This design comes from an exercise in tuning for small area, a short achievable clock period and few clock cycles per item on the open sky130 flow, not from production work. Where RTL was checked, it was by simulation tests only, not by an equivalence proof against the original. The RTL of run 5 was laid out without a check of its function. Power is estimated from default activity; no workload was simulated.

File: flow/config.mk
export PLATFORM = sky130hd
export DESIGN_NAME = echo_engine
export DESIGN_NICKNAME = echo_engine
export VERILOG_FILES = /design/flow/design.v
export SDC_FILE = /design/flow/constraint.sdc
export NUM_CORES = 4
export LEC_CHECK = 0
export CAP_MARGIN = 20
export CORE_MARGIN = 2
export CORE_UTILIZATION = 40
export PLACE_DENSITY = 0.6
export SLEW_MARGIN = 20
File: flow/constraint.sdc
create_clock -name core_clock -period 10.5 [get_ports {clk}]
set_input_delay 2.1000 -clock core_clock [delete_from_list [all_inputs] [get_ports {clk}]]
set_output_delay 2.1000 -clock core_clock [all_outputs]
set_load 0.01 [all_outputs]
File: flow/design.v
module echo_engine (
    input  wire        clk,
    input  wire        rst,         
    input  wire        cfg_we,
    input  wire [4:0]  cfg_addr,
    input  wire [31:0] cfg_wdata,
    output reg         cfg_err,     
    input  wire        in_valid,
    output wire        in_ready,
    input  wire [1:0]  in_op,       
    input  wire [15:0] in_data,
    output wire        out_valid,
    input  wire        out_ready,
    output wire [15:0] out_data
);
    localparam RING_DEPTH  = 64;
    localparam TABLE_DEPTH = 16;
    localparam OP_DELAY = 2'd0;
    localparam OP_TABLE = 2'd1;
    localparam OP_PRBS  = 2'd2;
    localparam OP_NOISE = 2'd3;
    localparam A_CAPACITY    = 5'd0;
    localparam A_NOISE_LEVEL = 5'd1;
    localparam A_LFSR        = 5'd2;
    localparam A_LCG_SEED    = 5'd3;
    localparam A_TABLE_LEN   = 5'd4;
    localparam A_RESTART     = 5'd5;
    localparam A_LCGSTEP     = 5'd6;
    function [30:0] rotl;
        input [30:0] v;
        input integer n;
        begin
            rotl = (v << n) | (v >> (31 - n));
        end
    endfunction
    function [61:0] csa;     
        input [30:0] x, y, z;
        reg [30:0] c;
        begin
            c   = (x & y) | (x & z) | (y & z);
            csa = {x ^ y ^ z, c[29:0], c[30]};
        end
    endfunction
    function [38:0] lcg_next;    
        input [30:0] t;
        input [7:0]  k;
        reg [30:0] sp0, sp1, sp2, s, c, tn;
        reg [61:0] l1a, l1b, l1c, l2a, l2b, l3;
        reg [7:0]  kn;
        reg [4:0]  blk;
        integer j;
        begin
            sp0 = {k[4], k[6], k[5], k[5], k[3], k[5], k[4], k[4], k[2], k[4], k[3], k[3], k[1], k[3], k[2], k[2], k[0], k[2], k[1], k[7], k[2], k[1], k[0], k[6], k[1], k[7], k[7], k[5], k[7], k[6], k[6]};
            sp1 = {k[7], k[7], k[7], 1'b0, k[6], k[6], k[6], 1'b0, k[5], k[5], k[5], 1'b0, k[4], k[4], k[4], 1'b0, k[3], k[3], k[3], k[1], 1'b0, k[2], k[2], k[0], 1'b0, k[0], k[1], 1'b0, k[0], k[0], k[0]};
            sp2 = {1'b0, 1'b0, 1'b0, 1'b0, 1'b0, 1'b0, 1'b0, 1'b0, 1'b0, 1'b0, 1'b0, 1'b0, 1'b0, 1'b0, 1'b0, 1'b0, 1'b0, 1'b0, 1'b0, 1'b0, 1'b0, 1'b0, 1'b0, 1'b0, 1'b0, k[1], 1'b0, 1'b0, 1'b0, 1'b0, 1'b0};
            l1a = csa(rotl(t, 14), rotl(t, 9), ~rotl(t, 7));
            l1b = csa(rotl(t, 5),  rotl(t, 3), ~t);
            l1c = csa(sp0, sp1, sp2);
            l2a = csa(l1a[61:31], l1a[30:0], l1b[61:31]);
            l2b = csa(l1b[30:0],  l1c[61:31], l1c[30:0]);
            l3  = csa(l2a[61:31], l2a[30:0], l2b[61:31]);
            {s, c} = csa(l3[61:31], l3[30:0], l2b[30:0]);
            for (j = 0; j < 7; j = j + 1) begin
                blk = {1'b0, s[4*j +: 4]} + {1'b0, c[4*j +: 4]};
                tn[4*j +: 4] = blk[3:0];
                kn[j + 1] = blk[4];
            end
            blk = {2'b0, s[30:28]} + {2'b0, c[30:28]};
            tn[30:28] = blk[2:0];
            kn[0] = blk[3];
            lcg_next = {tn, kn};
        end
    endfunction
    function [30:0] add_eac;
        input [30:0] x, y;
        reg [30:0] p, g, gp, pp, gn, pn, c;
        integer n, d;
        begin
            p  = x ^ y;
            g  = x & y;
            gp = g;
            pp = p;
            for (d = 1; d < 31; d = d * 2) begin
                gn = gp;
                pn = pp;
                for (n = d; n < 31; n = n + 1) begin
                    gn[n] = gp[n] | (pp[n] & gp[n-d]);
                    pn[n] = pp[n] & pp[n-d];
                end
                gp = gn;
                pp = pn;
            end
            c[0] = gp[30];
            for (n = 1; n < 31; n = n + 1)
                c[n] = gp[n-1] | (pp[n-1] & gp[30]);
            add_eac = p ^ c;
        end
    endfunction
    function [30:0] kvec;    
        input [7:0] k;
        integer j;
        begin
            kvec = 31'd0;
            for (j = 0; j < 8; j = j + 1)
                kvec[4*j] = k[j];
        end
    endfunction
    reg cfg_ok;
    always @(*) begin
        cfg_ok = 1'b0;
        if (cfg_addr[4])
            cfg_ok = 1'b1;                                     
        else case (cfg_addr)
            A_CAPACITY:    cfg_ok = cfg_wdata >= 32'd1 && cfg_wdata <= RING_DEPTH;
            A_NOISE_LEVEL: cfg_ok = cfg_wdata >= 32'd1 && cfg_wdata <= 32'd32767;
            A_LFSR:        cfg_ok = cfg_wdata[15:0] != 16'd0;
            A_LCG_SEED:    cfg_ok = cfg_wdata >= 32'd1 && cfg_wdata <= 32'd2147483646;
            A_TABLE_LEN:   cfg_ok = cfg_wdata >= 32'd1 && cfg_wdata <= TABLE_DEPTH;
            A_RESTART:     cfg_ok = 1'b1;
            A_LCGSTEP:     cfg_ok = 1'b1;
            default:       cfg_ok = 1'b0;
        endcase
    end
    wire cfg_do = cfg_we && cfg_ok;
    wire wr_cap     = cfg_do && cfg_addr == A_CAPACITY;
    wire wr_nl      = cfg_do && cfg_addr == A_NOISE_LEVEL;
    wire wr_lfsr    = cfg_do && cfg_addr == A_LFSR;
    wire wr_seed    = cfg_do && cfg_addr == A_LCG_SEED;
    wire wr_tlen    = cfg_do && cfg_addr == A_TABLE_LEN;
    wire wr_lcgstep = cfg_do && cfg_addr == A_LCGSTEP;
    wire ring_clear = cfg_do && (cfg_addr == A_CAPACITY ||
                                 (cfg_addr == A_RESTART && cfg_wdata[0]));
    wire tidx_clear = cfg_do && (cfg_addr == A_TABLE_LEN ||
                                 (cfg_addr == A_RESTART && cfg_wdata[2]));
    reg        rdy;
    reg        a_valid;
    reg        a_delay;        
    reg [1:0]  a_op;
    reg [15:0] a_x;
    reg        v0, v1, v2;
    reg [15:0] q0, q1, q2;
    assign in_ready  = rdy;
    assign out_valid = v0;
    assign out_data  = q0;
    wire fire = in_valid && rdy;
    wire take = v0 && out_ready;
    wire push = a_valid;
    wire v0_n = take ? (v1 | push)        : (v0 | push);
    wire v1_n = take ? (v2 | (v1 & push)) : (v1 | (v0 & push));
    wire v2_n = take ? (v2 & push)        : (v2 | (v1 & push));
    reg [5:0]  last;           
    reg [5:0]  cnt;            
    reg        full;           
    reg [15:0] s32 [0:31];
    reg [15:0] s16 [0:15];
    reg [15:0] s8  [0:7];
    reg [15:0] s4  [0:3];
    reg [15:0] s2  [0:1];
    reg [15:0] s1;
    reg [15:0] dl;
    reg [3:0]  tlast;          
    reg [3:0]  tidx;
    reg [15:0] tab [0:TABLE_DEPTH-1];
    reg [TABLE_DEPTH-1:0] tvalid;    
    reg [14:0] noise_level;
    reg [15:0] lfsr;
    reg [30:0] lcg_t;          
    reg [7:0]  lcg_k;          
    reg        lcg_owed;       
    wire a_table = a_valid && a_op == OP_TABLE;
    wire a_prbs  = a_valid && a_op == OP_PRBS;
    wire a_noise = a_valid && a_op == OP_NOISE;
    wire [15:0] rd = full ? dl : 16'd0;
    wire [16:0] delay_sum = {a_x[15], a_x} + {rd[15], rd};
    reg  [15:0] delay_out;
    always @(*) begin
        if (delay_sum[16] == delay_sum[15])
            delay_out = delay_sum[15:0];
        else if (delay_sum[16])
            delay_out = 16'h8000;
        else
            delay_out = 16'h7FFF;
    end
    wire [15:0] c5 = last[5] ? s32[31] : a_x;
    wire [15:0] c4 = last[4] ? s16[15] : c5;
    wire [15:0] c3 = last[3] ? s8[7]   : c4;
    wire [15:0] c2 = last[2] ? s4[3]   : c3;
    wire [15:0] c1 = last[1] ? s2[1]   : c2;
    wire [15:0] c0 = last[0] ? s1      : c1;
    wire [15:0] table_out = tvalid[tidx] ? tab[tidx] : 16'd0;
    wire [3:0]  tidx_next = (tidx == tlast) ? 4'd0 : tidx + 4'd1;
    wire        prbs_fb   = lfsr[15] ^ lfsr[14] ^ lfsr[3] ^ lfsr[1];
    wire [15:0] lfsr_next = {lfsr[14:0], prbs_fb};
    wire [15:0] prbs_out  = prbs_fb ? {1'b0, noise_level} : -{1'b0, noise_level};
    wire [38:0] lcg_step  = lcg_next(lcg_t, lcg_k);
    wire [30:0] lcg_val   = add_eac(lcg_t, kvec(lcg_k));
    wire [15:0] noise_out = {{4{~lcg_val[30]}}, lcg_val[29:18]};
    reg [15:0] result;
    always @(*) begin
        case (a_op)
            OP_DELAY: result = delay_out;
            OP_TABLE: result = table_out;
            OP_PRBS:  result = prbs_out;
            default:  result = noise_out;
        endcase
    end
    integer i;
    always @(posedge clk) begin
        a_op <= in_op;
        a_x  <= in_data;
        q0 <= take ? (v1 ? q1 : result) : (v0 ? q0 : result);
        q1 <= take ? (v2 ? q2 : result) : (v1 ? q1 : result);
        q2 <= (v2 && !take) ? q2 : result;
        if (a_delay) begin
            s32[0] <= a_x;
            for (i = 1; i < 32; i = i + 1) s32[i] <= s32[i-1];
            s16[0] <= c5;
            for (i = 1; i < 16; i = i + 1) s16[i] <= s16[i-1];
            s8[0] <= c4;
            for (i = 1; i < 8; i = i + 1) s8[i] <= s8[i-1];
            s4[0] <= c3;
            for (i = 1; i < 4; i = i + 1) s4[i] <= s4[i-1];
            s2[0] <= c2;
            s2[1] <= s2[0];
            s1 <= c1;
            dl <= c0;
        end
        for (i = 0; i < TABLE_DEPTH; i = i + 1)
            if (cfg_do && cfg_addr == 5'd16 + i)
                tab[i] <= cfg_wdata[15:0];
    end
    always @(posedge clk) begin
        if (rst) begin
            rdy         <= 1'b1;
            a_valid     <= 1'b0;
            a_delay     <= 1'b0;
            v0          <= 1'b0;
            v1          <= 1'b0;
            v2          <= 1'b0;
            cfg_err     <= 1'b0;
            last        <= 6'd0;
            cnt         <= 6'd0;
            full        <= 1'b0;
            tlast       <= 4'd0;
            tidx        <= 4'd0;
            tvalid      <= {TABLE_DEPTH{1'b0}};
            noise_level <= 15'd1;
            lfsr        <= 16'h0001;
            lcg_t       <= 31'd16807;
            lcg_k       <= 8'd0;
            lcg_owed    <= 1'b0;
        end else begin
            cfg_err <= cfg_we && !cfg_ok;
            a_valid <= fire;
            a_delay <= fire && in_op == OP_DELAY;
            v0 <= v0_n;
            v1 <= v1_n;
            v2 <= v2_n;
            rdy <= fire ? !v1_n : !v2_n;
            if (a_delay && !full) begin
                if (cnt == last)
                    full <= 1'b1;
                cnt <= cnt + 6'd1;
            end
            if (a_table)
                tidx <= tidx_next;
            if (a_prbs)
                lfsr <= lfsr_next;
            if (wr_seed) begin
                lcg_t    <= cfg_wdata[30:0];
                lcg_k    <= 8'd0;
                lcg_owed <= 1'b1;
            end else begin
                if (a_noise || lcg_owed || wr_lcgstep)
                    {lcg_t, lcg_k} <= lcg_step;
                lcg_owed <= wr_lcgstep && (a_noise || lcg_owed);
            end
            if (wr_cap)
                last <= cfg_wdata[5:0] - 6'd1;
            if (wr_nl)
                noise_level <= cfg_wdata[14:0];
            if (wr_lfsr)
                lfsr <= cfg_wdata[15:0];
            if (wr_tlen)
                tlast <= cfg_wdata[3:0] - 4'd1;
            if (ring_clear) begin
                cnt  <= 6'd0;
                full <= 1'b0;
            end
            if (tidx_clear)
                tidx <= 4'd0;
            for (i = 0; i < TABLE_DEPTH; i = i + 1)
                if (cfg_do && cfg_addr == 5'd16 + i)
                    tvalid[i] <= 1'b1;
        end
    end
endmodule
File: flow/flow/run.sh
#!/bin/bash
set -euo pipefail
MARGIN=$(cat flow/margin.txt)
bash standard.sh SETUP_SLACK_MARGIN=$MARGIN finish > flow_make.log 2>&1
File: flow/flow/margin.txt
7.2
File: flow/standard.sh
#!/bin/bash
# synth_recipe.tcl (not shown) runs the flow's synth.tcl, then flattens the netlist and writes it again
# the make line also repeats each setting of config.mk as NAME=value (left out here)
make -C /OpenROAD-flow-scripts/flow DESIGN_CONFIG=/design/flow/config.mk WORK_HOME=/design/flow/orfs CLKGATE_MAP_FILE= SYNTH_SCRIPT=/design/flow/synth_recipe.tcl "${@:-finish}"
==> out/qor.log, run 1 <==
[cells_and_area] fraction of layout cells with a size suffix above 1 28.4%
[grt] global-route wire length before repair 199000 um
[power] fraction of power spent switching nets 33.4%
[timing] Final WS setup 6.15 ns
[power] worst voltage drop across the vdd grid 0.509 mV
[route] number of vias in the routed layout 31.3k
[critical_path] Worst setup SP type primary input
[yosys] Unique masters post-synth 77
[placement] Post-Place Cells 5294
[route] number of detailed-routing iterations run before antenna repair 6
[yosys] combined area of all synthesized cells 57200 um2
[critical_path] CP Capture Type flop
[power] clock network fraction of design power 26.2%
[grt] aggregate global routing overflow 0
[timing] setup repair after global routing missed its margin true
[hold_path] worst hold path type flop to flop
[critical_path] Reg-to-Reg Start full
[route] # DRC 0
[placement] detailed placer's ending HPWL 75300 um
[timing] minimum clock period 4.35 ns
[critical_path] data arrival time at the worst-slack endpoint 5.01 ns
[power] sequential group share of total power 32.6%
[route] vias per inst 5.33
[route] WL per Instance 23.0 um
[clock_network] clock transition at the register clock pins on the worst setup and hold paths after CTS 0.06 ns
[critical_path] worst reg2reg path endpoint q0[9]
[timing] max-slew headroom at the worst pin 24.1%
[cells_and_area] count of nets after finishing 4201
[clock_network] cell at the root of the clock tree sky130_fd_sc_hd__clkbuf_16
[critical_path] Crit Path Max Fanout 5
[yosys] cell types with the largest area share after synthesis sky130_fd_sc_hd__edfxtp_1 (69%), sky130_fd_sc_hd__fa_1 (6.6%), sky130_fd_sc_hd__dfxtp_1 (5.2%), sky130_fd_sc_hd__mux2_2 (2.4%), sky130_fd_sc_hd__inv_1 (2.1%)
[clock_network] CTS tree done
[run_status] result of the run complete, no violations
[yosys] cell count after synthesis 3382
[cells_and_area] top library cells by usage in the layout, fill and taps aside sky130_fd_sc_hd__edfxtp_1 (1312), sky130_fd_sc_hd__inv_1 (259), sky130_fd_sc_hd__buf_4 (224)
[floorplanning] DIE WIDTH 382 um
[critical_path] path depth of the worst reg2reg path 18
[cells_and_area] Filler Cell Count 11.4k
[floorplanning] core region area 142000 um2
[power] P per Cell Area 286 nW/um2
[clock_network] Max Buffers Root-to-Sink 3
[timing] Post-Route Setup TNS 0 ns
[grt] number of antenna violations at the first check in global routing 10
[floorplanning] die outline height 382 um
[yosys] portion of synthesized cell area occupied by the leading cell type 68.9%
[clock_network] H-tree levels 4
[power] leakage power 25.0 nW
[floorplanning] floorplan die area 146000 um2
[grt] largest net degree at the start of global routing 212
[placement] number of port buffers 78
[timing] Setup violations, final 0
[route] wire length after detailed routing 135000 um
[clock_network] worst-skew pair later-pin latency 0.79 ns
[timing] Least-Margin Pin Slew 1.14 ns
[route] first-iteration detailed-routing DRC count 3457
[yosys] number of flip-flops and latches in the synthesized netlist 1461
[timing] highest clock frequency the design can meet 230 MHz
[route] number of antenna-violating nets in the routed design 0
[cells_and_area] most common library cell in the layout ignoring fill and taps sky130_fd_sc_hd__edfxtp_1
[timing] Period Utilization, post-route 41.4%
[power] Switching Power 0.00677 W
[timing] Slew Limit Fails 0
[yosys] number of enable-type register cells in the synthesized netlist 1312
[cells_and_area] final design instance area without fill 70800 um2
[clock_network] clk sink count 1461
[clock_network] number of CTS-inserted buffers 150
[placement] placed cell areas 60500 um2
[floorplanning] Initial Utilization 40.3%
[critical_path] start point of the critical path cfg_wdata[27]
[placement] minimum setup slack after placement 4.10 ns
[yosys] primary flip-flop cell chosen by synthesis mapping sky130_fd_sc_hd__edfxtp_1
[timing] final clock skew 0.0363 ns
[yosys] sequential element share of the synthesized area 74.1%
[run] max-capacitance violation count 0
[yosys] average size of a mapped cell 16.9 um2
[yosys] Post-synth ARST share 0%
[critical_path] critical path capture point lcg_t[15]
[cells_and_area] Finished Layout Cells 5874
[floorplanning] number of standard-cell rows in the floorplan 138
[power] Internal 0.0135 W
[grt] number of global-route vias before repair 30.4k
[cells_and_area] share of the core filled with cells 50.0%
[yosys] post-synth net total 3724
[power] Logic pwr share 41.2%
[cells_and_area] layout overhead on the synthesized area 23.9%
[timing] Hold Vio Cnt, Final 0
[grt] overall track demand over capacity in global routing 18.2%
[critical_path] reg2reg setup slack 6.28 ns
[critical_path] WS Path Type primary input to flop
[critical_path] CP Data Required Time 11.16 ns
[placement] gpl congestion 0.901
[yosys] most area-hungry cell type in the Yosys netlist sky130_fd_sc_hd__edfxtp_1
[yosys] YS warnings 7
[floorplanning] I/O Pins 79
==> Yosys cell counts (15+ instances only) <==
cell type                     n
sky130_fd_sc_hd__and2_1      24
sky130_fd_sc_hd__a311oi_1    39
sky130_fd_sc_hd__mux2i_1     37
sky130_fd_sc_hd__clkbuf_1    84
sky130_fd_sc_hd__xor2_1      17
sky130_fd_sc_hd__fa_1       188
sky130_fd_sc_hd__nor4_1      20
sky130_fd_sc_hd__xnor2_1     46
sky130_fd_sc_hd__a21oi_1     59
sky130_fd_sc_hd__dfxtp_1    149
sky130_fd_sc_hd__o21a_1      22
sky130_fd_sc_hd__ha_1        94
sky130_fd_sc_hd__a21o_1      21
sky130_fd_sc_hd__mux2_2     123
sky130_fd_sc_hd__inv_1      318
sky130_fd_sc_hd__a222oi_1    19
sky130_fd_sc_hd__nor3_1      31
sky130_fd_sc_hd__nor2_1     178
sky130_fd_sc_hd__a32oi_1     16
sky130_fd_sc_hd__nand2_1    141
sky130_fd_sc_hd__o21ai_0     42
sky130_fd_sc_hd__a22o_1      20
sky130_fd_sc_hd__edfxtp_1  1312
sky130_fd_sc_hd__nand4_1     30
sky130_fd_sc_hd__a22oi_1     32
sky130_fd_sc_hd__a211oi_1    15
sky130_fd_sc_hd__nand3_1     54
sky130_fd_sc_hd__nor2b_1     22
==> sequential cells by signal, indices dropped and copies added, names as in the netlist, 31 cells and up <==
name,flops
lcg_t,31
s16,256
s2,32
s32,512
s4,64
s8,128
tab,256
==> cell type report <==
cell class	instances	area [um2]	share of cell area, %
antenna	2	5.00	0.00707
clock buffer	195	4060	5.73
clock inverter	80	897	1.27
inverter	318	1270	1.80
multi-input combinational	1492	14900	21.1
sequential	1461	42500	60.0
tap	1890	2360	3.34
timing repair buffer	436	4780	6.75
==> repair_timing <==
action | CTS | global route
hold buffers | 0 | 0
pin swaps | 250 | 81
endpoints found under the setup margin | 430 | 250
resized for setup | 760 | 130
setup buffers | 237 | 31
cloned | 31 | 3
==> cells by family after synthesis <==
logic type	synth area share, %
flip-flops	74.1
AND/OR/NAND/NOR	4.81
multiplexers	3.23
XOR/XNOR	0.965
adder cells (fa/ha/maj)	8.64
buffers and inverters	2.94
AO/OA/AOI/OAI	5.30
==> worst min path at each step <==
stage | startpoint | end | slack (ns) | cells past startpoint
after CTS | s32[4][8] | s32[5][8] | 0.40 | 0
after global placement | s32[1][2] | s32[2][2] | 0.40 | 0
after floorplan | s16[9][0] | s16[10][0] | 0.40 | 0
after global routing | s32[4][8] | s32[5][8] | 0.42 | 0
final | s16[11][13] | s16[12][13] | 0.41 | 0
after detailed placement | s16[9][10] | s16[10][10] | 0.40 | 0
==> metrics by stage <==
stage | power, W | hold WS, ns
after floorplan | 0.0109 | 0.400
after global placement | 0.0130 | 0.401
after detailed placement | 0.0129 | 0.405
after CTS | 0.0200 | 0.397
after global routing | 0.0215 | 0.418
final | 0.0203 | 0.407
==> worst max-delay path: stages <==
cell and delay, ns:
sky130_fd_sc_hd__buf_8 0.10, sky130_fd_sc_hd__nor4_4 0.27, sky130_fd_sc_hd__nand4_1 0.17, sky130_fd_sc_hd__buf_6 0.18, sky130_fd_sc_hd__or4_4 0.56, sky130_fd_sc_hd__a211o_1 0.36, sky130_fd_sc_hd__o22ai_4 0.21, sky130_fd_sc_hd__buf_6 0.14
sky130_fd_sc_hd__a21o_4 0.19, sky130_fd_sc_hd__buf_12 0.12, sky130_fd_sc_hd__buf_12 0.09, sky130_fd_sc_hd__buf_16 0.13, sky130_fd_sc_hd__nand2_1 0.06, sky130_fd_sc_hd__a311oi_1 0.32
==> power groups by stage <==
stage / registers (W) / clock network (W) / logic, W
after CTS: 0.00661 / 0.00544 / 0.00796
after global placement: 0.00675 / 0 / 0.00622
final: 0.00661 / 0.00531 / 0.00834
after detailed placement: 0.00675 / 0 / 0.00614
after global routing: 0.00662 / 0.00567 / 0.00925
after floorplan: 0.00672 / 0 / 0.00422
==> per-layer routing <==
metal,routed length (um),track usage [%],part of all wire [%]
met1,58600,26.3,43
met4,6050,7.37,4.5
met2,58400,26.3,43
met5,38,0,0.028
met3,12300,4.59,9.1
Testbench counts, summed over its fixed seeds: cycles 32,976, items 32,000.
==> inputs of run 2 (changes only) <==
--- a/flow/config.mk
+++ b/flow/config.mk
@@ -10,2 +10,4 @@
 export CORE_UTILIZATION = 40
+export CTS_CLUSTER_DIAMETER = 70
+export CTS_CLUSTER_SIZE = 24
 export PLACE_DENSITY = 0.6
==> run 2 against run 1 <==
Net effect: non-clock buffer count decreased by 25; via count down 2.4%; critical path type is now flop to flop; count of clock-buffer cells in the layout down 95; largest cell class unchanged; maximum frequency rose by 4.2%; still clean on timing, DRC and antenna; highest routed layer is now met4.
==> out/qor.log, run 2 <==
[run_status] result of the run complete, no violations
[power] leakage power 23.8 nW [-4.5%]
[placement] gpl congestion 0.901 [unchanged]
[timing] Hold Vio Cnt, Final 0 [unchanged]
[grt] number of antenna violations at the first check in global routing 7 [-3]
[yosys] basic-gate share of the synthesized area counting and, or, nand and nor cells 4.81% [unchanged]
[placement] placed cell areas 60500 um2 [unchanged]
[yosys] YS warnings 7 [unchanged]
[yosys] leading cell type by number of instances after synthesis sky130_fd_sc_hd__edfxtp_1
[clock_network] number of CTS-inserted buffers 89 [-41%]
[yosys] cell count after synthesis 3382 [unchanged]
[route] number of detailed-routing iterations run before antenna repair 6 [unchanged]
[grt] global-route wire length before repair 194000 um [-2.4%]
[timing] Setup violations, final 0 [unchanged]
[power] Switching Power 0.00668 W [-1.3%]
[grt] largest net degree at the start of global routing 212 [unchanged]
[timing] Period Utilization, post-route 39.7% [-1.7 points]
[yosys] Post-synth ARST share 0% [unchanged]
[yosys] combined area of all synthesized cells 57200 um2 [unchanged]
[critical_path] CP Capture Type flop
[timing] highest clock frequency the design can meet 240 MHz [+4.2%]
[cells_and_area] final design instance area without fill 68600 um2 [-3.1%]
[cells_and_area] Most flops, register s32
[cells_and_area] ant diodes 0 [-2]
[power] sequential group share of total power 34.8% [+2.2 points]
[critical_path] Crit Path Max Fanout 8 [+3]
[yosys] most frequent cells after synthesis sky130_fd_sc_hd__edfxtp_1 (1312), sky130_fd_sc_hd__inv_1 (318), sky130_fd_sc_hd__fa_1 (188), sky130_fd_sc_hd__nor2_1 (178), sky130_fd_sc_hd__dfxtp_1 (149)
[yosys] compound-gate portion of the synthesized area 5.30% [unchanged]
[power] Logic pwr share 44.6% [+3.4 points]
[cells_and_area] max FFs per register 512 [unchanged]
[timing] Least-Margin Pin Slew 1.14 ns [-0.00107 ns]
[timing] Slew Limit Fails 0 [unchanged]
[floorplanning] number of standard-cell rows in the floorplan 138 [unchanged]
[yosys] sequential element share of the synthesized area 74.1% [unchanged]
[yosys] adder-cell share of the synthesized area 8.64% [unchanged]
[timing] Post-Route Setup TNS 0 ns [unchanged]
[critical_path] CP Data Required Time 10.99 ns [-0.17 ns]
[route] number of vias in the routed layout 30.6k [-2.4%]
[route] number of antenna-violating nets in the routed design 0 [unchanged]
[run] max-capacitance violation count 0 [unchanged]
[yosys] multiplexer fraction of the synthesized cell area 3.23% [unchanged]
[power] Tot Pwr 0.0189 W [-6.5%]
[yosys] xor-xnor portion of the synthesized cell area 0.965% [unchanged]
[cells_and_area] fraction of layout cells with a size suffix above 1 26.8% [-1.7 points]
[clock_network] worst-skew pair later-pin latency 0.74 ns [-0.05 ns]
[yosys] average size of a mapped cell 16.9 um2 [unchanged]
[placement] detailed placer's ending HPWL 75300 um [unchanged]
[clock_network] clock transition at the register clock pins on the worst setup and hold paths after CTS 0.09 ns [+0.03 ns]
[route] WL per Instance 23.2 um [+0.77%]
[clock_network] clk sink count 1461 [unchanged]
[floorplanning] DIE WIDTH 382 um [unchanged]
[hold_path] worst hold path type flop to flop
[power] Internal 0.0123 W [-9.1%]
[placement] Post-Place Cells 5294 [unchanged]
[yosys] most area-hungry cell type in the Yosys netlist sky130_fd_sc_hd__edfxtp_1
[yosys] main combinational cell family by area after synthesis adder cells
[power] P per Cell Area 276 nW/um2 [-3.5%]
[yosys] number of flip-flops and latches in the synthesized netlist 1461 [unchanged]
[cells_and_area] Finished Layout Cells 5724 [-2.6%]
[cells_and_area] share of the core filled with cells 48.4% [-1.6 points]
[power] fraction of power spent switching nets 35.3% [+1.9 points]
[yosys] cell types with the largest area share after synthesis sky130_fd_sc_hd__edfxtp_1 (69%), sky130_fd_sc_hd__fa_1 (6.6%), sky130_fd_sc_hd__dfxtp_1 (5.2%), sky130_fd_sc_hd__mux2_2 (2.4%), sky130_fd_sc_hd__inv_1 (2.1%)
[grt] aggregate global routing overflow 0 [unchanged]
[critical_path] data arrival time at the worst-slack endpoint 4.66 ns [-0.35 ns]
[critical_path] Worst setup SP type flop
[floorplanning] Initial Utilization 40.3% [unchanged]
[cells_and_area] layout overhead on the synthesized area 20.0%
[floorplanning] I/O Pins 79 [unchanged]
[power] worst voltage drop across the vdd grid 0.475 mV [-6.6%]
[route] first-iteration detailed-routing DRC count 3300 [-4.5%]
[timing] setup repair after global routing missed its margin true
[clock_network] H-tree levels 3 [-1]
[grt] number of global-route vias before repair 29.4k [-3.4%]
[route] # DRC 0 [unchanged]
[clock_network] cell at the root of the clock tree sky130_fd_sc_hd__clkbuf_16
[route] wire length after detailed routing 133000 um [-1.8%]
[power] clock network fraction of design power 20.5% [-5.7 points]
[floorplanning] die outline height 382 um [unchanged]
[yosys] primary flip-flop cell chosen by synthesis mapping sky130_fd_sc_hd__edfxtp_1
[yosys] number of enable-type register cells in the synthesized netlist 1312 [unchanged]
[floorplanning] core region area 142000 um2 [unchanged]
[route] vias per inst 5.34 [+0.17%]
[yosys] portion of synthesized cell area occupied by the leading cell type 68.9% [unchanged]
[cells_and_area] most common library cell in the layout ignoring fill and taps sky130_fd_sc_hd__edfxtp_1
[yosys] post-synth net total 3724 [unchanged]
[clock_network] CTS tree done
[cells_and_area] top library cells by usage in the layout, fill and taps aside sky130_fd_sc_hd__edfxtp_1 (1312), sky130_fd_sc_hd__inv_1 (263), sky130_fd_sc_hd__buf_4 (197)
[critical_path] WS Path Type flop to flop
[timing] final clock skew 0.0448 ns [+0.00855 ns]
[clock_network] Max Buffers Root-to-Sink 3 [unchanged]
[placement] number of port buffers 78 [unchanged]
[timing] minimum clock period 4.17 ns [-0.177 ns]
[cells_and_area] count of nets after finishing 4114 [-2.1%]
[floorplanning] floorplan die area 146000 um2 [unchanged]
[yosys] Unique masters post-synth 77 [unchanged]
[cells_and_area] biggest registers after layout s32 x512, s16 x256, tab x256
[clock_network] count of hold buffers inserted by post-cts repair 0 [unchanged]
[grt] overall track demand over capacity in global routing 17.8% [-0.44 points]
[timing] max-slew headroom at the worst pin 24.0% [-0.085 points]
-- run 2: cell types whose count changed in the layout (fill, tap and decap cells not counted), moves of 6 or more --
cell / change
sky130_fd_sc_hd__clkinv_2: -16
sky130_fd_sc_hd__inv_12: +6
sky130_fd_sc_hd__clkbuf_1: -28
sky130_fd_sc_hd__clkinv_1: -27
sky130_fd_sc_hd__inv_2: -8
sky130_fd_sc_hd__buf_4: -27
sky130_fd_sc_hd__inv_8: +7
sky130_fd_sc_hd__dfxtp_2: -6
sky130_fd_sc_hd__nor2_1: -7
sky130_fd_sc_hd__clkbuf_16: -64
sky130_fd_sc_hd__buf_2: +9
sky130_fd_sc_hd__buf_8: -6
sky130_fd_sc_hd__bufinv_16: -8
-- run 2: kinds of logic after synthesis --
logic type	Yosys count
and+or+nand+nor	571
AOI/OAI and AO/OA	407
adders and majority gates	282
DFF	1461
buffers and inverters	434
xor gates and xnor gates	63
muxes	164
-- run 2: cell type report --
cell class | count | area, um2
clock buffer | 100 | 2320
clock inverter | 53 | 802
fill | 11600 | 73200
inverter | 318 | 1290
multi-input combinational | 1491 | 14900
sequential | 1461 | 42500
tap | 1890 | 2360
timing repair buffer | 411 | 4450
-- run 2: timing repair --
item	in CTS	in global routing
buffers inserted	183	63
endpoints found under the setup margin	431	243
pin swaps	191	148
cloned	29	1
hold endpoints to repair	0	0
resized for setup	674	164
-- run 2: path summary, 6_finish.rpt --
check | start | to | slack, ns | cells after the start
max | full | q0[11] | 6.33 | 22
max reg2reg | full | q0[11] | 6.33 | 22
min reg2reg | s16[13][0] | s16[14][0] | 0.40 | 0
min | s16[13][0] | s16[14][0] | 0.40 | 0
-- run 2: routing by layer --
metal / part of all wire, % / wire [um] / GRT usage (%) / vias up
li1: - / - / - / 13300
met1: 44 / 58200 / 25.9 / 15600
met2: 44 / 58100 / 25.9 / 1309
met3: 8.5 / 11300 / 4.03 / 321
met4: 4.0 / 5350 / 6.77 / 0
met5: 0 / 0 / 0 / -
-- run 2: critical path, stage by stage (launching register included) --
cell                        delay [ns]
sky130_fd_sc_hd__dfxtp_4          0.43
sky130_fd_sc_hd__buf_8            0.15
sky130_fd_sc_hd__nand2_4          0.05
sky130_fd_sc_hd__inv_2            0.06
sky130_fd_sc_hd__ha_4             0.20
sky130_fd_sc_hd__a21oi_4          0.15
sky130_fd_sc_hd__o21ai_2          0.08
sky130_fd_sc_hd__o2111ai_2        0.09
sky130_fd_sc_hd__nand2_2          0.11
sky130_fd_sc_hd__a311oi_4         0.32
sky130_fd_sc_hd__o21bai_2         0.13
sky130_fd_sc_hd__mux2i_1          0.14
sky130_fd_sc_hd__a2111o_1         0.34
sky130_fd_sc_hd__ha_4             0.28
sky130_fd_sc_hd__buf_6            0.12
sky130_fd_sc_hd__buf_6            0.11
sky130_fd_sc_hd__buf_8            0.13
sky130_fd_sc_hd__nor4_2           0.20
sky130_fd_sc_hd__a31oi_1          0.12
sky130_fd_sc_hd__o21ai_0          0.17
sky130_fd_sc_hd__or3_4            0.22
sky130_fd_sc_hd__nand2_4          0.06
sky130_fd_sc_hd__mux2_4           0.26
-- run 2: power groups by stage --
stage          sequential (W)  clock [W]  combinational (W)
2_1_floorplan         0.00672          0            0.00422
3_3_place_gp          0.00675          0            0.00622
3_5_place_dp          0.00675          0            0.00614
4_1_cts               0.00660    0.00401            0.00741
5_1_grt               0.00661    0.00420            0.00930
6_report              0.00660    0.00389            0.00845
-- run 2: metrics by stage --
stage          setup WS, ns  hold WS (ns)
3_5_place_dp           4.10         0.405
2_1_floorplan          2.16         0.400
3_3_place_gp           4.09         0.401
5_1_grt                6.19         0.406
4_1_cts                6.36         0.386
6_report               6.33         0.397
==> inputs of run 3 (changes only) <==
--- a/flow/config.mk
+++ b/flow/config.mk
@@ -9,6 +9,6 @@
 export CORE_MARGIN = 2
-export CORE_UTILIZATION = 40
+export CORE_UTILIZATION = 55
 export CTS_CLUSTER_DIAMETER = 70
 export CTS_CLUSTER_SIZE = 24
-export PLACE_DENSITY = 0.6
+export PLACE_DENSITY = 0.7
 export SLEW_MARGIN = 20
==> run 3 against run 2 <==
Net effect: maximum frequency fell by 2.3%; critical path type unchanged; clock skew fell by 0.015 ns; first-iteration DRC count rose by 11%; utilization rose by 16 points; synthesized cell count did not move; cell area fell by 2.7%; global-route usage rose by 5.3 points.
==> out/qor.log, run 3 <==
[floorplanning] die outline height 326 um [-15%]
[power] leakage power 23.2 nW [-2.6%]
[yosys] post-synth net total 3724 [unchanged]
[clock_network] clock transition at the register clock pins on the worst setup and hold paths after CTS 0.09 ns [about the same]
[yosys] portion of synthesized cell area occupied by the leading cell type 68.9% [unchanged]
[hold_path] WHS Endpoint s16[6][0]
[timing] final clock skew 0.0295 ns [-0.0154 ns]
[clock_network] Max Buffers Root-to-Sink 3 [unchanged]
[timing] Hold Vio Cnt, Final 0 [unchanged]
[route] wire length after detailed routing 126000 um [-5.3%]
[yosys] cell types with the largest area share after synthesis sky130_fd_sc_hd__edfxtp_1 (69%), sky130_fd_sc_hd__fa_1 (6.6%), sky130_fd_sc_hd__dfxtp_1 (5.2%), sky130_fd_sc_hd__mux2_2 (2.4%), sky130_fd_sc_hd__inv_1 (2.1%)
[yosys] leading cell type by number of instances after synthesis sky130_fd_sc_hd__edfxtp_1
[critical_path] Stages on worst setup path 16 [-27%]
[grt] aggregate global routing overflow 0 [unchanged]
[yosys] sequential element share of the synthesized area 74.1% [unchanged]
[cells_and_area] final design instance area without fill 66700 um2 [-2.7%]
[power] P per Cell Area 274 nW/um2 [-0.61%]
[yosys] cell count after synthesis 3382 [unchanged]
[critical_path] Crit Path Max Fanout 8 [unchanged]
[floorplanning] core region area 103000 um2 [-27%]
[power] Internal 0.0119 W [-3.0%]
[grt] largest net degree at the start of global routing 224 [+5.7%]
[clock_network] cell at the root of the clock tree sky130_fd_sc_hd__clkbuf_16
[power] clock network fraction of design power 18.6% [-1.9 points]
[timing] Least-Margin Pin Slew 1.10 ns [-0.0403 ns]
[clock_network] number of CTS-inserted buffers 79 [-11%]
[clock_network] count of hold buffers inserted by post-cts repair 0 [unchanged]
[grt] global-route wire length before repair 183000 um [-5.6%]
[power] fraction of power spent switching nets 35.1% [-0.21 points]
[placement] placed cell areas 59800 um2 [-1.2%]
[floorplanning] Initial Utilization 55.3% [+15 points]
[critical_path] path depth of the worst reg2reg path 16 [-27%]
[critical_path] dominant delay contributor by cell family on the critical path compound AO/OA/AOI/OAI gates
[critical_path] WS Path Type flop to flop
[critical_path] most used cell, CP sky130_fd_sc_hd__buf_4
[route] # DRC 0 [unchanged]
[timing] Slew Limit Fails 0 [unchanged]
[floorplanning] I/O Pins 79 [unchanged]
[route] number of antenna-violating nets in the routed design 0 [unchanged]
[yosys] average size of a mapped cell 16.9 um2 [unchanged]
[floorplanning] DIE WIDTH 326 um [-15%]
[critical_path] Worst Path Buf+Inv 5 [unchanged]
[yosys] primary flip-flop cell chosen by synthesis mapping sky130_fd_sc_hd__edfxtp_1
[grt] number of global-route vias before repair 28.9k [-1.7%]
[placement] gpl congestion 0.910 [+1.1%]
[critical_path] CP Data Required Time 10.93 ns [-0.06 ns]
[yosys] most frequent cells after synthesis sky130_fd_sc_hd__edfxtp_1 (1312), sky130_fd_sc_hd__inv_1 (318), sky130_fd_sc_hd__fa_1 (188), sky130_fd_sc_hd__nor2_1 (178), sky130_fd_sc_hd__dfxtp_1 (149)
[cells_and_area] max FFs per register 512 [unchanged]
[yosys] Unique masters post-synth 77 [unchanged]
[power] sequential group share of total power 36.0% [+1.2 points]
[clock_network] worst-skew pair later-pin latency 0.70 ns [-0.04 ns]
[timing] max-slew headroom at the worst pin 26.7% [+2.7 points]
[critical_path] Worst setup SP type flop
[run] max-capacitance violation count 0 [unchanged]
[route] first-iteration detailed-routing DRC count 3669 [+11%]
[yosys] Post-synth ARST share 0% [unchanged]
[cells_and_area] most common library cell in the layout ignoring fill and taps sky130_fd_sc_hd__edfxtp_1
[power] worst voltage drop across the vdd grid 0.494 mV [+4.0%]
[placement] number of port buffers 78 [unchanged]
[timing] minimum clock period 4.27 ns [+0.0996 ns]
[clock_network] clk sink count 1461 [unchanged]
[critical_path] reg2reg setup slack 6.23 ns [-0.10 ns]
[yosys] combined area of all synthesized cells 57200 um2 [unchanged]
[timing] setup repair after global routing missed its margin true
[cells_and_area] count of nets after finishing 4047 [-1.6%]
[critical_path] worst reg2reg path endpoint q0[10]
[yosys] YS warnings 7 [unchanged]
[route] vias per inst 5.92 [+11%]
[timing] Setup violations, final 0 [unchanged]
[cells_and_area] Most flops, register s32
[timing] Post-Route Setup TNS 0 ns [unchanged]
[grt] number of antenna violations at the first check in global routing 5 [-2]
[clock_network] CTS tree done
[floorplanning] number of standard-cell rows in the floorplan 118 [-14%]
[critical_path] largest incremental delay on the critical path 0.51 ns [+0.08 ns]
[critical_path] CP Capture Type flop
[hold_path] Hold Crit Start s16[5][0]
[timing] highest clock frequency the design can meet 234 MHz [-2.3%]
[clock_network] H-tree levels 3 [unchanged]
[critical_path] crit path max-delay cell type sky130_fd_sc_hd__o22ai_1
[route] WL per Instance 24.4 um [+5.2%]
[power] Logic pwr share 45.4% [+0.8 points]
[route] number of vias in the routed layout 30.5k [-0.18%]
[cells_and_area] Filler Cell Count 7024 [-39%]
[cells_and_area] fraction of layout cells with a size suffix above 1 24.7% [-2.0 points]
[critical_path] data arrival time at the worst-slack endpoint 4.70 ns [+0.04 ns]
[floorplanning] floorplan die area 107000 um2 [-27%]
[yosys] number of flip-flops and latches in the synthesized netlist 1461 [unchanged]
[route] number of detailed-routing iterations run before antenna repair 9 [+3]
[run_status] result of the run complete, no violations
[hold_path] worst hold path stage count 0 [unchanged]
[cells_and_area] top library cells by usage in the layout, fill and taps aside sky130_fd_sc_hd__edfxtp_1 (1312), sky130_fd_sc_hd__inv_1 (264), sky130_fd_sc_hd__buf_4 (171)
[yosys] number of enable-type register cells in the synthesized netlist 1312 [unchanged]
[hold_path] worst hold path type flop to flop
[critical_path] chain of cells forming the critical path buf_6 > buf_4 > buf_4 > and2_1 > ha_1 > nand4_1 > o22ai_1 > nor2_1 > ha_4 > inv_6 > or2_4 > o21bai_1 > buf_4 > o211ai_1 > a311o_1 > mux2_4
[timing] smallest hold slack 0.406 ns [+0.00883 ns]
[grt] overall track demand over capacity in global routing 23.1% [+5.3 points]
[cells_and_area] biggest registers after layout s32 x512, s16 x256, tab x256
[power] Switching Power 0.00642 W [-3.9%]
[placement] detailed placer's ending HPWL 70700 um [-6.1%]
[yosys] most area-hungry cell type in the Yosys netlist sky130_fd_sc_hd__edfxtp_1
[cells_and_area] layout overhead on the synthesized area 16.7%
[timing] Period Utilization, post-route 40.7% [+0.95 points]
[critical_path] Reg-to-Reg Start full
[run 3: cell counts after synthesis]
No cell type changed its count.
[run 3: logic make-up after synthesis]
family / Yosys count / synth area share (%)
DFF: 1461 / 74.1
and+or+nand+nor: 571 / 4.81
buffers and inverters: 434 / 2.94
AOI/OAI and AO/OA: 407 / 5.30
adders and majority gates: 282 / 8.64
muxes: 164 / 3.23
xor gates and xnor gates: 63 / 0.965
[run 3: metal layers]
metal  global-route usage, %  part of all wire [%]
met3                    4.27                   9.0
met4                    8.66                   4.2
met2                    33.5                    44
met5                       0                0.0087
met1                    35.1                    43
[run 3: area by class of cell]
type	instances	area, um2	share of cell area (%)
inverters	318	1290	1.94
diodes	1	2.50	0.00375
flip-flops and latches	1461	42500	63.7
multi-input cells	1491	14800	22.2
repair buffers	354	3790	5.68
clock buffers	119	2220	3.33
well taps	1380	1730	2.59
clock inverters	28	348	0.521
[run 3: timing repair]
| item | in CTS | in global routing |
|---|---|---|
| setup endpoints to repair | 733 | 403 |
| pin swaps | 198 | 121 |
| resized for setup | 636 | 180 |
| buffers inserted | 158 | 53 |
| gates cloned | 20 | 3 |
[run 3: power by group through the flow]
stage,Sequential (W),Clock (W),Combinational (W)
after detailed placement,0.00676,0,0.00583
final,0.00660,0.00340,0.00830
after CTS,0.00659,0.00349,0.00731
after floorplan,0.00672,0,0.00422
after global placement,0.00676,0,0.00586
after global routing,0.00661,0.00368,0.00907
[run 3: per-stage QoR]
step	setup WS (ns)	util [%]	instances	power, W
finish	6.23	64.6	5152	0.0183
floorplan	2.16	-	3382	0.0109
CTS	6.37	63.3	5094	0.0174
detailed placement	4.17	57.9	4769	0.0126
global route	6.12	64.6	5152	0.0193
global placement	4.12	57.9	4769	0.0126
[run 3: worst register-to-register path: stages, from the launching register on]
cell                       delay [ns]
sky130_fd_sc_hd__dfxtp_4         0.40
sky130_fd_sc_hd__buf_6           0.15
sky130_fd_sc_hd__buf_4           0.14
sky130_fd_sc_hd__buf_4           0.13
sky130_fd_sc_hd__and2_1          0.13
sky130_fd_sc_hd__ha_1            0.41
sky130_fd_sc_hd__nand4_1         0.25
sky130_fd_sc_hd__o22ai_1         0.51
sky130_fd_sc_hd__nor2_1          0.19
sky130_fd_sc_hd__ha_4            0.35
sky130_fd_sc_hd__inv_6           0.03
sky130_fd_sc_hd__or2_4           0.22
sky130_fd_sc_hd__o21bai_1        0.17
sky130_fd_sc_hd__buf_4           0.18
sky130_fd_sc_hd__o211ai_1        0.13
sky130_fd_sc_hd__a311o_1         0.35
sky130_fd_sc_hd__mux2_4          0.27
[run 3: worst max path at each step]
stage                       startpoint        end  slack, ns
after global routing              full     q0[10]       6.12
after CTS                        dl[7]     q0[10]       6.37
after floorplan                a_delay     cnt[5]       2.16
final                             full     q0[10]       6.23
after global placement    cfg_wdata[6]  lcg_t[14]       4.12
after detailed placement  cfg_wdata[6]   lcg_t[2]       4.17
==> inputs of run 4 (changes only) <==
==> flow/flow/margin.txt (replaced) <==
6.3
--- a/flow/config.mk
+++ b/flow/config.mk
@@ -9,6 +9,6 @@
 export CORE_MARGIN = 2
-export CORE_UTILIZATION = 55
+export CORE_UTILIZATION = 40
 export CTS_CLUSTER_DIAMETER = 70
 export CTS_CLUSTER_SIZE = 24
-export PLACE_DENSITY = 0.7
+export PLACE_DENSITY = 0.6
 export SLEW_MARGIN = 20
==> run 4 against run 3 <==
Net effect: critical endpoint is now lcg_t[11]; global-route usage fell by 6.3 points; largest power group unchanged; first-iteration DRC count down 15%; sequential share of layout area grew 0.71 points; area after synthesis unchanged.
==> out/qor.log, run 4 <==
[timing] Period Utilization, post-route 39.9% [-0.72 points]
[yosys] leading cell type by number of instances after synthesis sky130_fd_sc_hd__edfxtp_1
[power] Logic pwr share 40.8% [-4.6 points]
[clock_network] clock transition at the register clock pins on the worst setup and hold paths after CTS 0.09 ns [about the same]
[yosys] cell count after synthesis 3382 [unchanged]
[grt] number of antenna violations at the first check in global routing 5 [unchanged]
[floorplanning] Initial Utilization 40.3% [-15 points]
[critical_path] data arrival time at the worst-slack endpoint 4.81 ns [+0.11 ns]
[yosys] number of flip-flops and latches in the synthesized netlist 1461 [unchanged]
[route] wire length after detailed routing 125000 um [-0.78%]
[clock_network] count of hold buffers inserted by post-cts repair 0 [unchanged]
[cells_and_area] max FFs per register 512 [unchanged]
[power] Tot Pwr 0.0174 W [-4.9%]
[route] number of vias in the routed layout 29.5k [-3.3%]
[power] leakage power 22.8 nW [-1.9%]
[hold_path] worst hold path type flop to flop
[yosys] Unique masters post-synth 77 [unchanged]
[yosys] number of enable-type register cells in the synthesized netlist 1312 [unchanged]
[route] vias per inst 5.27 [-11%]
[clock_network] cell at the root of the clock tree sky130_fd_sc_hd__clkbuf_16
[clock_network] Max Buffers Root-to-Sink 3 [unchanged]
[timing] final clock skew 0.0433 ns [+0.0139 ns]
[clock_network] number of CTS-inserted buffers 84 [+6.3%]
[yosys] most frequent cells after synthesis sky130_fd_sc_hd__edfxtp_1 (1312), sky130_fd_sc_hd__inv_1 (318), sky130_fd_sc_hd__fa_1 (188), sky130_fd_sc_hd__nor2_1 (178), sky130_fd_sc_hd__dfxtp_1 (149)
[run] max-capacitance violation count 0 [unchanged]
[floorplanning] number of standard-cell rows in the floorplan 138 [+17%]
[timing] max-slew headroom at the worst pin 20.6% [-6.1 points]
[placement] gpl congestion 0.887 [-2.6%]
[placement] Post-Place Cells 5297 [+11%]
[timing] Final WS setup 6.31 ns [+0.0761 ns]
[yosys] YS warnings 7 [unchanged]
[yosys] portion of synthesized cell area occupied by the leading cell type 68.9% [unchanged]
[grt] number of global-route vias before repair 28.2k [-2.6%]
[cells_and_area] top library cells by usage in the layout, fill and taps aside sky130_fd_sc_hd__edfxtp_1 (1312), sky130_fd_sc_hd__inv_1 (291), sky130_fd_sc_hd__fa_1 (174)
[critical_path] critical path capture point lcg_t[11]
[floorplanning] core region area 142000 um2 [+37%]
[yosys] primary flip-flop cell chosen by synthesis mapping sky130_fd_sc_hd__edfxtp_1
[critical_path] Worst setup SP type primary input
[power] Switching Power 0.00602 W [-6.1%]
[run_status] result of the run complete, no violations
[placement] minimum setup slack after placement 4.45 ns [+0.286 ns]
[cells_and_area] most common library cell in the layout ignoring fill and taps sky130_fd_sc_hd__edfxtp_1
[floorplanning] DIE WIDTH 382 um [+17%]
[route] first-iteration detailed-routing DRC count 3120 [-15%]
[clock_network] H-tree levels 3 [unchanged]
[cells_and_area] layout overhead on the synthesized area 15.3%
[power] clock network fraction of design power 21.2% [+2.6 points]
[yosys] average size of a mapped cell 16.9 um2 [unchanged]
[timing] minimum clock period 4.19 ns [-0.0761 ns]
[yosys] most area-hungry cell type in the Yosys netlist sky130_fd_sc_hd__edfxtp_1
[route] WL per Instance 22.3 um [-8.6%]
[timing] Post-Route Setup TNS 0 ns [unchanged]
[clock_network] clk sink count 1461 [unchanged]
[critical_path] path depth of the worst reg2reg path 15 [-1]
[cells_and_area] count of nets after finishing 3977 [-1.7%]
[timing] Least-Margin Pin Slew 1.19 ns [+0.0937 ns]
[timing] Slew Limit Fails 0 [unchanged]
[power] sequential group share of total power 37.9% [+1.9 points]
[yosys] cell types with the largest area share after synthesis sky130_fd_sc_hd__edfxtp_1 (69%), sky130_fd_sc_hd__fa_1 (6.6%), sky130_fd_sc_hd__dfxtp_1 (5.2%), sky130_fd_sc_hd__mux2_2 (2.4%), sky130_fd_sc_hd__inv_1 (2.1%)
[critical_path] CP Capture Type flop
[critical_path] Reg-to-Reg Start lcg_t[27]
[grt] aggregate global routing overflow 0 [unchanged]
[floorplanning] floorplan die area 146000 um2 [+37%]
[timing] highest clock frequency the design can meet 239 MHz [+1.8%]
[timing] Setup violations, final 0 [unchanged]
[placement] number of port buffers 78 [unchanged]
[clock_network] CTS tree done
[critical_path] worst reg2reg path endpoint lcg_t[1]
[grt] global-route wire length before repair 184000 um [+0.43%]
[timing] setup repair after global routing missed its margin true
[cells_and_area] Filler Cell Count 12.1k [+72%]
[route] number of detailed-routing iterations run before antenna repair 8 [-1]
[yosys] Post-synth ARST share 0% [unchanged]
[critical_path] WS Path Type primary input to flop
[power] P per Cell Area 264 nW/um2 [-3.8%]
[grt] largest net degree at the start of global routing 211 [-5.8%]
[yosys] post-synth net total 3724 [unchanged]
[critical_path] start point of the critical path cfg_wdata[17]
[yosys] sequential element share of the synthesized area 74.1% [unchanged]
[power] fraction of power spent switching nets 34.6% [-0.44 points]
[cells_and_area] biggest registers after layout s32 x512, s16 x256, tab x256
[yosys] combined area of all synthesized cells 57200 um2 [unchanged]
[route] # DRC 0 [unchanged]
[power] Internal 0.0114 W [-4.3%]
[floorplanning] die outline height 382 um [+17%]
[cells_and_area] Most flops, register s32
[power] worst voltage drop across the vdd grid 0.288 mV [-42%]
[grt] overall track demand over capacity in global routing 16.7% [-6.3 points]
[placement] detailed placer's ending HPWL 75000 um [+6.1%]
[route] number of antenna-violating nets in the routed design 0 [unchanged]
[floorplanning] I/O Pins 79 [unchanged]
[timing] Hold Vio Cnt, Final 0 [unchanged]
[cells_and_area] Finished Layout Cells 5591 [+8.5%]
[cells_and_area] fraction of layout cells with a size suffix above 1 18.5% [-6.3 points]
[critical_path] CP Data Required Time 11.12 ns [+0.19 ns]
[clock_network] worst-skew pair later-pin latency 0.73 ns [+0.03 ns]
[critical_path] reg2reg setup slack 6.33 ns [+0.10 ns]
[critical_path] Crit Path Max Fanout 9 [+1]
## run 4: cell counts after synthesis
No cell type changed its count.
## run 4: routing by layer
metal / global-route usage, % / vias up / part of all wire (%)
li1: - / 13000 / -
met1: 24.9 / 15200 / 45
met2: 24.9 / 1007 / 45
met3: 3.35 / 199 / 7.1
met4: 4.99 / 2 / 2.8
met5: 0 / - / 0.0080
## run 4: power by group through the flow
stage	Clock [W]	Sequential, W	Combinational, W
floorplan	0	0.00672	0.00421
global placement	0	0.00674	0.00627
detailed placement	0	0.00674	0.00616
CTS	0.00382	0.00662	0.00649
global route	0.00400	0.00662	0.00797
finish	0.00370	0.00660	0.00710
## run 4: worst min-delay path by stage
| stage | startpoint | cells past startpoint | end |
|---|---|---|---|
| floorplan | s16[9][0] | 0 | s16[10][0] |
| global placement | s32[3][6] | 0 | s32[4][6] |
| detailed placement | s16[10][10] | 0 | s16[11][10] |
| CTS | s32[0][4] | 0 | s32[1][4] |
| global route | s32[3][15] | 0 | s32[4][15] |
| finish | s32[0][4] | 0 | s32[1][4] |
## run 4: metrics by stage
stage	util, %	hold slack (ns)	cell area, um2
after global routing	46.5	0.418	65900
after floorplan	-	0.400	57300
after detailed placement	42.7	0.405	60500
after CTS	45.7	0.394	64700
after global placement	42.7	0.401	60500
final	46.5	0.405	65900
## run 4: what timing repair did
| item | in CTS | in global routing |
|---|---|---|
| resized for setup | 198 | 163 |
| buffers inserted | 57 | 69 |
| pin swaps | 28 | 75 |
| cloned | 10 | 6 |
| endpoints found under the setup margin | 168 | 153 |
## run 4: worst max-delay path, stage by stage
cell                              delay [ns]
sky130_fd_sc_hd__clkdlybuf4s50_1        0.52
sky130_fd_sc_hd__nand4_1                0.16
sky130_fd_sc_hd__nor4_4                 0.43
sky130_fd_sc_hd__a211oi_2               0.16
sky130_fd_sc_hd__nor3_2                 0.12
sky130_fd_sc_hd__buf_4                  0.16
sky130_fd_sc_hd__o22ai_4                0.09
sky130_fd_sc_hd__buf_6                  0.13
sky130_fd_sc_hd__a21oi_4                0.18
sky130_fd_sc_hd__buf_4                  0.15
sky130_fd_sc_hd__bufbuf_16              0.27
sky130_fd_sc_hd__nand2_1                0.06
sky130_fd_sc_hd__a311oi_1               0.28
## run 4: cells by family after synthesis
kind of cell	synth area share, %
buf+inv	2.94
xor+xnor	0.965
simple gates	4.81
fa+ha+maj	8.64
compound gates	5.30
flops	74.1
mux	3.23
## run 4: area by class of cell
type | count | area, um2 | area share, %
clock buffers | 110 | 2280 | 3.46
clock inverters | 41 | 599 | 0.909
multi-input cells | 1488 | 14000 | 21.2
inverters | 318 | 1280 | 1.94
flip-flops and latches | 1461 | 42500 | 64.4
diodes | 1 | 2.50 | 0.00379
repair buffers | 282 | 2960 | 4.49
well taps | 1890 | 2360 | 3.59
==> inputs of run 5 (changes only) <==
--- a/flow/design.v
+++ b/flow/design.v
@@ -137,3 +137,5 @@
     reg        a_delay;        
-    reg [1:0]  a_op;
+    reg        a_table;        
+    reg        a_prbs;         
+    reg        a_noise;        
     reg [15:0] a_x;
@@ -169,6 +171,3 @@
     reg        lcg_owed;       
-    wire a_table = a_valid && a_op == OP_TABLE;
-    wire a_prbs  = a_valid && a_op == OP_PRBS;
-    wire a_noise = a_valid && a_op == OP_NOISE;
-    wire [15:0] rd = full ? dl : 16'd0;
+    wire [15:0] rd = dl;
     wire [16:0] delay_sum = {a_x[15], a_x} + {rd[15], rd};
@@ -189,2 +188,3 @@
     wire [15:0] c0 = last[0] ? s1      : c1;
+    wire        full_next = full || cnt == last;
     wire [15:0] table_out = tvalid[tidx] ? tab[tidx] : 16'd0;
@@ -199,8 +199,10 @@
     always @(*) begin
-        case (a_op)
-            OP_DELAY: result = delay_out;
-            OP_TABLE: result = table_out;
-            OP_PRBS:  result = prbs_out;
-            default:  result = noise_out;
-        endcase
+        if (a_table)
+            result = table_out;
+        else if (a_prbs)
+            result = prbs_out;
+        else if (a_noise)
+            result = noise_out;
+        else
+            result = delay_out;
     end
@@ -208,3 +210,2 @@
     always @(posedge clk) begin
-        a_op <= in_op;
         a_x  <= in_data;
@@ -225,3 +226,2 @@
             s1 <= c1;
-            dl <= c0;
         end
@@ -236,2 +236,5 @@
             a_delay     <= 1'b0;
+            a_table     <= 1'b0;
+            a_prbs      <= 1'b0;
+            a_noise     <= 1'b0;
             v0          <= 1'b0;
@@ -243,2 +246,3 @@
             full        <= 1'b0;
+            dl          <= 16'd0;
             tlast       <= 4'd0;
@@ -255,2 +259,5 @@
             a_delay <= fire && in_op == OP_DELAY;
+            a_table <= fire && in_op == OP_TABLE;
+            a_prbs  <= fire && in_op == OP_PRBS;
+            a_noise <= fire && in_op == OP_NOISE;
             v0 <= v0_n;
@@ -259,6 +266,7 @@
             rdy <= fire ? !v1_n : !v2_n;
-            if (a_delay && !full) begin
-                if (cnt == last)
-                    full <= 1'b1;
-                cnt <= cnt + 6'd1;
+            if (a_delay) begin
+                full <= full_next;
+                dl   <= full_next ? c0 : 16'd0;
+                if (!full)
+                    cnt <= cnt + 6'd1;
             end
@@ -288,2 +296,3 @@
                 full <= 1'b0;
+                dl   <= 16'd0;
             end
==> flow/run.sh (new file) <==
#!/bin/bash
# synth_recipe.tcl (not shown) runs the flow's synth.tcl, then flattens the netlist and writes it again
# the make line also repeats each setting of config.mk as NAME=value (left out here)
make -C /OpenROAD-flow-scripts/flow DESIGN_CONFIG=/design/flow/config.mk WORK_HOME=/design/flow/orfs CLKGATE_MAP_FILE= SYNTH_SCRIPT=/design/flow/synth_recipe.tcl finish
--- a/flow/config.mk
+++ b/flow/config.mk
@@ -13,2 +13,3 @@
 export PLACE_DENSITY = 0.6
+export SETUP_SLACK_MARGIN = 5
 export SLEW_MARGIN = 20
removed: flow/flow/run.sh
removed: flow/flow/margin.txt
removed: flow/standard.sh
==> run 5 against run 4 <==
Net effect: cell area is 3.4% lower; register-to-register slack got worse by 0.65 ns; non-clock buffer count decreased by 132; wire length decreased by 4.0%; maximum frequency is 21% lower; clock skew up 0.017 ns; highest routed layer unchanged.
==> out/qor.log, run 5 <==
[clock_network] cell at the root of the clock tree sky130_fd_sc_hd__clkbuf_16
[critical_path] Crit Path Max Fanout 21 [+12]
[grt] global-route wire length before repair 180000 um [-2.2%]
[clock_network] post-cts sizing count 0 [-100%]
[yosys] post-synth net total 3782 [+1.6%]
[floorplanning] I/O Pins 79 [unchanged]
[hold_path] worst hold path stage count 0 [unchanged]
[route] vias per inst 5.22 [-1.1%]
[grt] number of global-route vias before repair 28.2k [+0.25%]
[yosys] most frequent cells after synthesis sky130_fd_sc_hd__edfxtp_1 (1296), sky130_fd_sc_hd__inv_1 (328), sky130_fd_sc_hd__nor2_1 (203), sky130_fd_sc_hd__fa_1 (188), sky130_fd_sc_hd__dfxtp_1 (166)
[yosys] leading cell type by number of instances after synthesis sky130_fd_sc_hd__edfxtp_1
[timing] Least-Margin Pin Slew 1.12 ns [-0.0690 ns]
[run] max-capacitance violation count 0 [unchanged]
[yosys] cell count after synthesis 3442 [+1.8%]
[clock_network] worst-skew pair later-pin latency 0.75 ns [+0.02 ns]
[power] worst voltage drop across the vdd grid 0.196 mV [-32%]
[critical_path] CP Data Required Time 11.06 ns [-0.06 ns]
[clock_network] CTS tree done
[cells_and_area] fraction of layout cells with a size suffix above 1 9.45% [-9.0 points]
[yosys] portion of synthesized cell area occupied by the leading cell type 67.8% [-1.1 points]
[route] number of detailed-routing iterations run before antenna repair 7 [-1]
[timing] highest clock frequency the design can meet 188 MHz [-21%]
[yosys] number of flip-flops and latches in the synthesized netlist 1462 [+0.068%]
[power] P per Cell Area 231 nW/um2 [-12%]
[placement] minimum setup slack after placement 4.44 ns [-0.0138 ns]
[timing] Period Utilization, post-route 50.5% [+11 points]
[yosys] primary flip-flop cell chosen by synthesis mapping sky130_fd_sc_hd__edfxtp_1
[floorplanning] Initial Utilization 40.4% [+0.081 points]
[timing] final clock skew 0.0601 ns [+0.0168 ns]
[critical_path] WS Path Type primary input to flop
[route] # DRC 0 [unchanged]
[floorplanning] number of standard-cell rows in the floorplan 138 [unchanged]
[critical_path] worst reg2reg path endpoint lcg_t[2]
[timing] Slew Limit Fails 0 [unchanged]
[power] leakage power 21.6 nW [-5.1%]
[floorplanning] die outline height 383 um [+0.16%]
[timing] Hold Vio Cnt, Final 0 [unchanged]
[floorplanning] floorplan die area 146000 um2 [+0.32%]
[clock_network] clk sink count 1462 [+0.068%]
[route] WL per Instance 21.7 um [-2.8%]
[cells_and_area] multi-input gate area in the final layout 13400 um2 [-3.9%]
[hold_path] worst hold path type flop to flop
[cells_and_area] count of nets after finishing 3904 [-1.8%]
[yosys] most area-hungry cell type in the Yosys netlist sky130_fd_sc_hd__edfxtp_1
[clock_network] number of buffers added for setup after CTS 0 [-100%]
[route] Met1 Routed Length 55200 um [-2.8%]
[cells_and_area] most common library cell in the layout ignoring fill and taps sky130_fd_sc_hd__edfxtp_1
[route] amount of wire on met3 after detailed routing 7750 um [-12%]
[hold_path] WHS Endpoint s32[5][9]
[yosys] Post-synth ARST share 0% [unchanged]
[yosys] combined area of all synthesized cells 57400 um2 [+0.32%]
[grt] largest net degree at the start of global routing 214 [+1.4%]
[yosys] cell types with the largest area share after synthesis sky130_fd_sc_hd__edfxtp_1 (68%), sky130_fd_sc_hd__fa_1 (6.6%), sky130_fd_sc_hd__dfxtp_1 (5.8%), sky130_fd_sc_hd__inv_1 (2.1%), sky130_fd_sc_hd__ha_1 (2.0%)
[critical_path] path depth of the worst reg2reg path 15 [unchanged]
[cells_and_area] biggest registers after layout s32 x512, s16 x256, tab x256
[clock_network] Max Buffers Root-to-Sink 3 [unchanged]
[route] top layer used by detailed routing met5
[cells_and_area] layout overhead on the synthesized area 11.1%
[route] wire length after detailed routing 120000 um [-4.0%]
[yosys] YS warnings 7 [unchanged]
[cells_and_area] Sequential Area 42200 um2 [-0.57%]
[clock_network] H-tree levels 3 [unchanged]
[timing] minimum clock period 5.31 ns [+1.11 ns]
[cells_and_area] top library cells by usage in the layout, fill and taps aside sky130_fd_sc_hd__edfxtp_1 (1296), sky130_fd_sc_hd__inv_1 (328), sky130_fd_sc_hd__nor2_1 (197)
[floorplanning] core region area 142000 um2 [+0.12%]
[timing] setup repair after global routing missed its margin false
[route] met2 wirelength from detailed routing 54000 um [-3.0%]
[cells_and_area] max FFs per register 512 [unchanged]
[critical_path] data arrival time at the worst-slack endpoint 5.87 ns [+1.06 ns]
[timing] Post-Route Setup TNS 0 ns [unchanged]
[critical_path] Reg-to-Reg Start lcg_t[17]
[clock_network] clock transition at the register clock pins on the worst setup and hold paths after CTS 0.09 ns [about the same]
[placement] gpl congestion 0.863 [-2.7%]
[critical_path] CP Capture Type flop
[critical_path] Worst setup SP type primary input
[yosys] average size of a mapped cell 16.7 um2 [-1.4%]
[cells_and_area] Filler Cell Count 12.4k [+2.6%]
[timing] Final WS setup 5.19 ns [-1.11 ns]
[grt] overall track demand over capacity in global routing 16.2% [-0.51 points]
[critical_path] reg2reg setup slack 5.68 ns [-0.65 ns]
[yosys] number of enable-type register cells in the synthesized netlist 1296 [-1.2%]
[route] number of vias in the routed layout 28.8k [-2.3%]
[grt] aggregate global routing overflow 0 [unchanged]
[yosys] Unique masters post-synth 97 [+26%]
[cells_and_area] Most flops, register s32
[clock_network] count of hold buffers inserted by post-cts repair 0 [unchanged]
[timing] Setup violations, final 0 [unchanged]
[grt] number of antenna violations at the first check in global routing 11 [+6]
[hold_path] Hold Crit Start s32[4][9]
[run_status] result of the run complete, no violations
[clock_network] number of CTS-inserted buffers 90 [+7.1%]
[floorplanning] DIE WIDTH 383 um [+0.16%]
[route] number of antenna-violating nets in the routed design 0 [unchanged]
[route] first-iteration detailed-routing DRC count 2873 [-7.9%]
[timing] max-slew headroom at the worst pin 25.0% [+4.4 points]
[placement] number of port buffers 78 [unchanged]
[placement] detailed placer's ending HPWL 74800 um [-0.25%]
[yosys] sequential element share of the synthesized area 73.6% [-0.48 points]
[cells_and_area] Finished Layout Cells 5523 [-1.2%]
[placement] Post-Place Cells 5359 [+1.2%]
## run 5: per-layer routing
metal	up-vias	track usage [%]
met2	814	24.7
met4	14	4.40
met1	14800	24.1
met3	185	2.83
li1	13000	-
met5	-	0
## run 5: layout make-up
type	instances	area share, %
multi-input cells	1529	21.1
clock buffers	103	3.66
repair buffers	150	2.18
well taps	1890	3.71
flip-flops and latches	1462	66.3
inverters	331	1.95
clock inverters	56	1.13
diodes	2	0.00786
## run 5: worst max path at each step
stage,slack [ns],to,depth (start not counted),from
finish,5.19,noise_level[8],9,cfg_wdata[8]
global route,5.01,lfsr[0],9,cfg_wdata[8]
CTS,5.21,lfsr[0],9,cfg_wdata[15]
detailed placement,4.44,lfsr[0],9,cfg_wdata[15]
global placement,4.53,lfsr[0],9,cfg_wdata[15]
floorplan,0.33,cnt[5],6,a_delay
## run 5: stage by stage
step                      area (um2)  hold WS (ns)  total power (W)  util (%)
after floorplan                57400         0.400          0.00979         -
after global placement         60600         0.400           0.0110      42.7
after detailed placement       60600         0.405           0.0111      42.7
after CTS                      63600         0.402           0.0149      44.8
after global routing           63700         0.406           0.0159      44.9
final                          63700         0.401           0.0147      44.9
## run 5: report_power, final
| group | leakage [nW] | total (W) | switching [W] | internal [W] |
|---|---|---|---|---|
| Combinational | 6.99 | 0.00436 | 0.00247 | 0.00189 |
| Clock | 1.46 | 0.00380 | 0.00203 | 0.00177 |
| Sequential | 13.1 | 0.00658 | 0.000144 | 0.00643 |
## run 5: cell families after synthesis
family	synth area share, %
flops	73.6
fa+ha+maj	8.59
simple gates	4.89
mux	2.80
buf+inv	3.06
compound gates	6.20
xor+xnor	0.824
## run 5: critical path, stage by stage
cell                              delay [ns]
sky130_fd_sc_hd__clkdlybuf4s50_1        1.21
sky130_fd_sc_hd__nor4_1                 0.23
sky130_fd_sc_hd__nand4_1                0.19
sky130_fd_sc_hd__nor4b_4                0.30
sky130_fd_sc_hd__a31oi_4                0.16
sky130_fd_sc_hd__a2111oi_4              0.55
sky130_fd_sc_hd__and2b_1                0.76
sky130_fd_sc_hd__mux2i_1                0.27
sky130_fd_sc_hd__nor2_1                 0.06

-- what the ideal ports hide --
The flow's constraints put no driver on any port. The routed layouts listed below were extracted and timed again, unchanged, in two steps.
Step 1 sets driving cells, clkbuf_16 on the clock port and buf_2 on the other inputs (assumed; they add their load-dependent delay and slew).
Step 2, shift: input delay + t, output delay - t, t = (earliest + latest rising clock arrival at the registers) / 2. This alone moves slack from input paths to output paths.
Three values: no drivers, after step 1, after step 2; two values: the first two.
run | shift t [ns] | setup WS [ns] | hold slack, ns | latest minus earliest clock arrival (ns) | slew at the worst register clock pin (ns)
run 1 | 0.844 | 6.154 / 6.179 / 5.335 | 0.407 / 0.407 / 0.407 | 0.039 / 0.040 | 0.07 / 0.07
run 2 | 0.806 | 6.331 / 6.331 / 5.600 | 0.397 / 0.397 / 0.397 | 0.074 / 0.073 | 0.10 / 0.10
run 3 | 0.754 | 6.231 / 6.231 / 5.588 | 0.406 / 0.406 / 0.406 | 0.039 / 0.039 | 0.09 / 0.09
run 4 | 0.789 | 6.307 / 6.305 / 5.565 | 0.405 / 0.405 / 0.405 | 0.044 / 0.044 | 0.09 / 0.09
run 5 | 0.796 | 5.195 / 5.247 / 4.450 | 0.401 / 0.401 / 0.401 | 0.067 / 0.067 | 0.09 / 0.09
After both steps setup and hold are still met in every run listed. For run 1, which loses most, drivers alone change the setup slack by +0.025 ns; drivers and shift together by -0.819 ns.
